From an optimization exercise on the open Yosys and OpenROAD flow, aimed at small area and a short achievable clock period; shortcuts taken in it are not production practice.
In this exercise RTL edits were held to simulation tests only and were not proved equivalent to the original.
Power figures rest on the tool's default switching activity, not on a simulated workload.

the baseline:
// bpu_perceptron
module bpu_perceptron (
    input  wire        clk,
    input  wire        rst,           
    input  wire        cmd_valid,
    input  wire [39:0] cmd_word,
    output reg         resp_valid,
    output reg  [2:0]  resp,
    output reg  [1:0]  out_class,
    output wire [15:0] misp_count
);
==> flow/config.mk <==
export PLATFORM = sky130hd
export DESIGN_NAME = bpu_perceptron
export DESIGN_NICKNAME = bpu_perceptron
export VERILOG_FILES = /design/flow/design.v
export SDC_FILE = /design/flow/constraint.sdc
export NUM_CORES = 4
export LEC_CHECK = 0
export CAP_MARGIN = 20
export CORE_MARGIN = 2
export CORE_UTILIZATION = 40
export PLACE_DENSITY = 0.6
export SLEW_MARGIN = 20
==> flow/constraint.sdc <==
create_clock -name core_clock -period 20.0 [get_ports {clk}]
set_input_delay 4.0000 -clock core_clock [delete_from_list [all_inputs] [get_ports {clk}]]
set_output_delay 4.0000 -clock core_clock [all_outputs]
set_load 0.01 [all_outputs]
standard.sh (not shown) runs the stock make flow with config.mk's settings and CLKGATE_MAP_FILE= SYNTH_SCRIPT=/design/flow/synth_recipe.tcl, a recipe that flattens the netlist after the stock synthesis.
==> flow/flow/run.sh <==
#!/bin/bash
set -euo pipefail
bash standard.sh SETUP_SLACK_MARGIN=13 CTS_CLUSTER_SIZE=25 CTS_CLUSTER_DIAMETER=100 finish > flow_make.log 2>&1
For the candidate, these inputs were changed with respect to the baseline:
--- a/flow/design.v
+++ b/flow/design.v
@@ -11,24 +11,25 @@
     localparam [2:0] R_FALSE   = 3'b000;
     localparam [2:0] R_TRUE    = 3'b001;
     localparam [2:0] R_STALLED = 3'b010;
     localparam [2:0] R_ACK     = 3'b011;
     localparam [2:0] R_ERR     = 3'b111;
     localparam [1:0] C_NONE   = 2'b00;
     localparam [1:0] C_STALL  = 2'b01;
     localparam [1:0] C_BRANCH = 2'b10;
     localparam [1:0] C_PASS   = 2'b11;
     reg [111:0] wu_q [0:15];    
     reg [15:0]  par_q;          
     reg [15:0]  ph_q;           
+    reg [4:0]   nneg_q;         
     reg [1:0]   stall_q;
     reg [15:0]  misp_q;
     reg [15:0]  misp_p1_q;      
     reg         rst_q;          
     reg         b_predict, b_update, b_cycle, b_branch, b_illegal, b_taken;
     reg [3:0]   b_row;
     reg [111:0] b_u;            
     reg         b_p;            
     reg [29-1:0] vq;           
     wire [29-1:0] vd;
     wire [11:0] sx, sy;
     wire s1;
@@ -328,31 +329,26 @@
         a_p = 1'b0;
         for (r = 0; r < 16; r = r + 1) begin
             if (row == r && !(train && b_row == r) && !rst_q) begin
                 a_u = a_u | wu_q[r];
                 a_p = a_p | par_q[r];
             end
         end
         if (train && row == b_row) begin
             a_u = a_u | b_trained;
             a_p = a_p | ~b_p;
         end
     end
-    reg [4:0] nneg;
-    integer i;
-    always @* begin
-        nneg = 5'd0;
-        for (i = 0; i < 16; i = i + 1)
-            nneg = nneg + {4'd0, ~ph_next[i]};
-    end
+    wire [4:0] nneg_sh = nneg_q + {4'd0, ~b_taken} - {4'd0, ~ph_q[0]};
+    wire [4:0] nneg    = do_update ? nneg_sh : nneg_q;
     wire [4:0] kc = a_p ? 5'd8 : nneg;
     wire [6:0] t0,  t1,  t2,  t3,  t4,  t5,  t6,  t7;
     wire [6:0] t8,  t9,  t10, t11, t12, t13, t14, t15;
     wire [111:0] tt;
     genvar g;
     generate
         for (g = 0; g < 16; g = g + 1) begin : g_term
             assign tt[g*7 +: 7] = {a_u[g*7+6] ^ ph_next[g], a_u[g*7 +: 6] ^ {6{~ph_next[g]}}};
         end
     endgenerate
     assign {t15, t14, t13, t12, t11, t10, t9, t8, t7, t6, t5, t4, t3, t2, t1, t0} = tt;
     assign s1 = t0[0] ^ t1[0] ^ t2[0];
@@ -563,35 +559,37 @@
             end
         end
     end
     always @(posedge clk) begin
         b_u   <= a_u;
         b_p   <= a_p;
         vq    <= vd;
         b_row <= row;
         b_taken <= taken;
         rst_q <= rst;
         if (rst) begin
             ph_q       <= 16'd0;
+            nneg_q     <= 5'd16;
             stall_q    <= 2'd0;
             misp_q     <= 16'd0;
             misp_p1_q  <= 16'd1;
             resp_valid <= 1'b0;
             b_predict  <= 1'b0;
             b_update   <= 1'b0;
             b_cycle    <= 1'b0;
             b_branch   <= 1'b0;
             b_illegal  <= 1'b0;
         end else begin
             ph_q    <= ph_next;
+            nneg_q  <= nneg;
             if (misp) begin
                 misp_q    <= misp_p1_q;
                 misp_p1_q <= misp_p1_q + 16'd1;
             end
             if (stalled)
                 stall_q <= stall_q - 2'd1;
             else if (misp)
                 stall_q <= 2'd2;
             resp_valid <= cmd_valid;
             b_predict  <= cmd_valid & is_predict;
             b_update   <= cmd_valid & is_update;
             b_cycle    <= cmd_valid & is_cycle;
## What came out
- Met1 routing resource usage after global routing, the candidate and the baseline: smaller value in the baseline
- Compared with the baseline, in the candidate synthesis-to-layout area growth has increased, critical path's largest stage delay has increased, global-route usage has increased.
- Changes observed in the candidate relative to the baseline: power share of the combinational group rose 0.6 points, sum of overflow across all layers after global routing about even, non-clock buffer count rose 21%.
- Relative to the baseline, part of the cycle the worst path needs increased by 0.78 points in the candidate.
- The higher count of placed standard cells including taps of the candidate and the baseline is in the baseline.
- Relative to the baseline, the length of routed met2 wiring measured on the candidate has increased slightly.

==> separate check: timing with driven ports <==
How much do the figures lean on ideal ports? The routed layouts below were timed once more, with nothing changed but the port constraints.
Step 1 assumes that a clkbuf_16 drives the clock port and a buf_2 every other input.
Step 2 moves the port delays by t, midway between the first and last clock arrival at a register: inputs arrive t later, outputs are due t later. That takes back most of the time a late clock gives input paths.
Slacks: no drivers / after step 1 / after step 2; pairs: no drivers / after step 1.
run	shift t [ns]	slack for setup (ns)	worst setup path after step 2	slew at the worst register clock pin (ns)	cell pins on the clock port's net
the baseline	0.841	12.072 / 12.095 / 11.253	input to register	0.11 / 0.11	1
the candidate	0.843	11.917 / 11.846 / 11.050	input to register	0.11 / 0.11	1
After both steps every run listed still meets setup and hold. The setup slack of the candidate, which loses most, moves by -0.071 ns with the drivers and by -0.867 ns with both steps.
